What follows belongs to an exercise in optimizing a design on an open flow for small area, a short achievable clock period and few clock cycles; a production flow would make more cautious choices. Where RTL was checked, it was by simulation tests only, not by an equivalence proof against the original.

// uhre_fxu
module uhre_fxu (
    input  wire        clk,
    input  wire        rst,         
    input  wire        cmd_valid,
    input  wire [15:0] cmd_word,
    output wire        cmd_ready,
    output reg         done,
    input  wire        wr_en,
    input  wire [4:0]  wr_addr,
    input  wire [15:0] wr_data,
    input  wire [4:0]  rd_addr,
    output reg  [15:0] rd_data
);
Settings: LEC_CHECK=0, ABC_AREA=1, CAP_MARGIN=20, CORE_MARGIN=2, CORE_UTILIZATION=42, PLACE_DENSITY=0.6, SLEW_MARGIN=60; clock period 14.0 ns.
standard.sh (not shown) runs the stock make flow with config.mk's settings and CLKGATE_MAP_FILE= SYNTH_SCRIPT=/design/flow/synth_recipe.tcl, a recipe that flattens the netlist after the stock synthesis.
==> flow/flow/run.sh <==
#!/bin/bash
set -euo pipefail
export SETUP_SLACK_MARGIN=6.3
export BUFFER_PORTS_ARGS="-buffer_cell sky130_fd_sc_hd__buf_4"
export CTS_ARGS="-sink_clustering_enable -repair_clock_nets -sink_clustering_size 30 -sink_clustering_max_diameter 80 -dont_use_dummy_load"
bash standard.sh > make.log 2>&1
The starting point passed the timing, DRC and antenna checks.
Edit:
--- a/flow/config.mk
+++ b/flow/config.mk
@@ -13 +13 @@
-export SLEW_MARGIN = 60
+export SLEW_MARGIN = 20
Global-route usage goes up by 0.36 points; final cell count is higher by 0.83%; die area does not change; critical path depth climbs by 2; design area climbs by 1.1%; via count went up by 0.73%; hold slack improves by 0.0083 ns; wire length increases by 0.93%; core utilization increases by 0.50 points.
No functional check of the RTL was part of any run of this note.

========
## JK
Another version of the RTL of uhre_fxu (not shown whole).
Size in the first run: ~9600 cells after synthesis.
==> flow/config.mk <==
export PLATFORM = sky130hd
export DESIGN_NAME = uhre_fxu
export DESIGN_NICKNAME = uhre_fxu
export VERILOG_FILES = /design/flow/design.v
export SDC_FILE = /design/flow/constraint.sdc
export NUM_CORES = 8
export LEC_CHECK = 0
export ABC_AREA = 1
export CAP_MARGIN = 20
export CORE_MARGIN = 2
export CORE_UTILIZATION = 36
export PLACE_DENSITY = 0.58
export SLEW_MARGIN = 60
==> flow/constraint.sdc <==
create_clock -name core_clock -period 14.0 [get_ports {clk}]
set_input_delay 2.8000 -clock core_clock [delete_from_list [all_inputs] [get_ports {clk}]]
set_output_delay 2.8000 -clock core_clock [all_outputs]
set_load 0.01 [all_outputs]
==> flow/flow/run.sh <==
#!/bin/bash
set -euo pipefail
export SETUP_SLACK_MARGIN=6.3
export BUFFER_PORTS_ARGS="-buffer_cell sky130_fd_sc_hd__buf_4"
bash standard.sh > make.log 2>&1
Testbench counts of JK, summed over its fixed seeds: cycles 10,997.
Inputs modified between JK and MS:
- a change of PLACE_DENSITY from 0.58 to 0.66
- a change of CORE_UTILIZATION from 36 to 50
~same insertion delay to the later sink of the worst-skew pair in JK and MS. The met2 track demand over resource in global routing reported for MS is greater than that of JK by 19 points. Looking at layout-stage area growth over the synthesis result, MS sits 0.64 points below JK. In MS relative to JK, number of global-route vias before repair had gone up by a few percent. Side by side, first-pass GRT wire length turned out higher in MS than in JK. The lower initial core utilization came out of JK. Comparing JK and MS, the lower final instance area is on MS. Worst max-slew margin expressed relative to the limit: MS lower than JK.
The following lists how AL was set up differently from MS:
- CORE_UTILIZATION changed from 50 to 42
- SLEW_MARGIN changed from 60 to 20
- PLACE_DENSITY changed from 0.66 to 0.6
Notes after the runs:
- On AL: via count of the routed design is about 4% lower than what MS gave.
- Every run (AL and MS) finished clean.
- Diff AL..MS | synthesized netlist net count | unchanged
- In AL, the number of detailed-routing iterations run before antenna repair came out 4 below the value in MS.
- Re mux share of post-synthesis cell area: no difference whatsoever between AL and MS.
- The higher core occupancy in the finished layout of AL and MS is in MS.
- After detailed routing, MS needs less wire than AL.
- ~same proportion of cell area occupied by registers in AL and MS
- MS → AL: post-cts repair resize count rose 64%.

========
try-cedar:
Starting RTL as in the previous note.
clock: 14.0 ns
lec_check: 0
abc_area: 1
cap_margin: 20
core_margin: 2
core_utilization: 28
place_density: 0.56
slew_margin: 60
Scripts as last shown in full above: flow/flow/run.sh
Testbench counts of try-cedar, summed over its fixed seeds: cycles 10,997.
Input-level comparison between try-tundra and try-cedar:
# try-cedar
export LEC_CHECK = 0
export ABC_AREA = 1
export CAP_MARGIN = 20
export CORE_MARGIN = 2
export CORE_UTILIZATION = 28
export PLACE_DENSITY = 0.56
export SLEW_MARGIN = 60
create_clock -name core_clock -period 14.0 [get_ports {clk}]
# try-tundra
export LEC_CHECK = 0
export ABC_AREA = 1
export CAP_MARGIN = 20
export CORE_MARGIN = 2
export CORE_UTILIZATION = 32
export PLACE_DENSITY = 0.58
export SLEW_MARGIN = 60
create_clock -name core_clock -period 14.0 [get_ports {clk}]
==> flow/flow/run.sh <==
#!/bin/bash
set -euo pipefail
export SETUP_SLACK_MARGIN=6.45
export BUFFER_PORTS_ARGS="-buffer_cell sky130_fd_sc_hd__buf_4"
bash standard.sh > make.log 2>&1
==> comparison <==
The final layouts of try-cedar and try-tundra pass the timing, DRC and antenna checks.
Comparing try-cedar and try-tundra, the higher clock buffer count was measured on try-cedar.
try-cedar → try-tundra: portion of the clock cycle consumed by the worst path in the final layout decreased 0.90 points; routed wire length increased 2.9%; final area essentially unchanged.
Input-level comparison between try-onyx and try-tundra:
# try-tundra
export LEC_CHECK = 0
export ABC_AREA = 1
export CAP_MARGIN = 20
export CORE_MARGIN = 2
export CORE_UTILIZATION = 32
export PLACE_DENSITY = 0.58
export SLEW_MARGIN = 60
create_clock -name core_clock -period 14.0 [get_ports {clk}]
# try-onyx
export LEC_CHECK = 0
export ABC_AREA = 1
export CAP_MARGIN = 20
export CORE_MARGIN = 2
export CORE_UTILIZATION = 42
export PLACE_DENSITY = 0.6
export SLEW_MARGIN = 20
create_clock -name core_clock -period 14.0 [get_ports {clk}]
==> flow/flow/run.sh <==
#!/bin/bash
set -euo pipefail
export SETUP_SLACK_MARGIN=6.3
bash standard.sh > make.log 2>&1
## What came out
try-onyx has completed all stages; timing, DRC and antenna checks passed. Relative to try-tundra, share of the clock period used by the worst path after layout has gone up in try-onyx. In the flow results for try-tundra and try-onyx, the minimum clock period is smaller on try-tundra. Delta (try-onyx minus try-tundra): horizontal die dimension moved down; clock transition at the registers of the reported paths level; number of global-route vias before repair moved up; final routed wirelength across all metal layers moved up.
> inputs changed (try-onyx -> try-harbor)
# try-onyx
export LEC_CHECK = 0
export ABC_AREA = 1
export CAP_MARGIN = 20
export CORE_MARGIN = 2
export CORE_UTILIZATION = 42
export PLACE_DENSITY = 0.6
export SLEW_MARGIN = 20
create_clock -name core_clock -period 14.0 [get_ports {clk}]
# try-harbor
export LEC_CHECK = 0
export ABC_AREA = 1
export CAP_MARGIN = 20
export CORE_MARGIN = 2
export CORE_UTILIZATION = 32
export PLACE_DENSITY = 0.58
export SLEW_MARGIN = 60
create_clock -name core_clock -period 14.0 [get_ports {clk}]
==> flow/flow/run.sh <==
#!/bin/bash
set -euo pipefail
export SETUP_SLACK_MARGIN=6.3
export BUFFER_PORTS_ARGS="-buffer_cell sky130_fd_sc_hd__buf_4"
bash standard.sh > make.log 2>&1
Findings:
try-harbor | stages: all done | timing, DRC, antenna: all pass
try-harbor against try-onyx: clock latency of the later-clocked register in the worst-skew pair barely changed; detailed placer's ending HPWL shrank by about 1.3%.
Summary: with try-onyx as the reference, non-filler instance count after layout in try-harbor moved up by a few percent.
In try-harbor, the tap cell instance count came out 661 above the value in try-onyx.

[re-timing with driven ports]
Ports are ideal in the flow. The routed layouts listed here were re-timed in OpenROAD.
Step 1: set_driving_cell puts a clkbuf_16 on clk and a buf_2 on each other input, an assumption about the parent block.
Step 2 also shifts input and output timing later by t, the mid clock arrival at the registers, as if the neighbouring blocks saw the same clock.
Three values: ideal ports, drivers, drivers and shift; two values: the first two.
run	t, ns	setup slack, ns	hold slack, ns	worst setup path after step 2
the first run of note 1	0.781	6.169 / 6.137 / 5.570	0.484 / 0.484 / 0.484	input to register
the second run of note 1	0.801	6.169 / 5.806 / 5.498	0.492 / 0.492 / 0.492	input to register
JK	0.794	6.218 / 6.043 / 5.726	0.482 / 0.482 / 0.482	input to register
MS	0.803	6.213 / 6.183 / 5.468	0.499 / 0.499 / 0.499	input to register
AL	0.790	6.134 / 5.912 / 5.591	0.487 / 0.487 / 0.487	input to register
try-cedar	0.789	6.209 / 6.105 / 5.821	0.496 / 0.496 / 0.496	input to register
try-tundra	0.794	6.335 / 6.020 / 5.806	0.499 / 0.499 / 0.499	input to register
try-onyx	0.792	6.010 / 5.789 / 5.593	0.485 / 0.485 / 0.485	input to register
try-harbor	0.787	6.280 / 6.077 / 5.691	0.496 / 0.496 / 0.496	input to register
After both steps every run listed still meets setup and hold. The setup slack of MS, which loses most, moves by -0.030 ns with the drivers and by -0.745 ns with both steps.
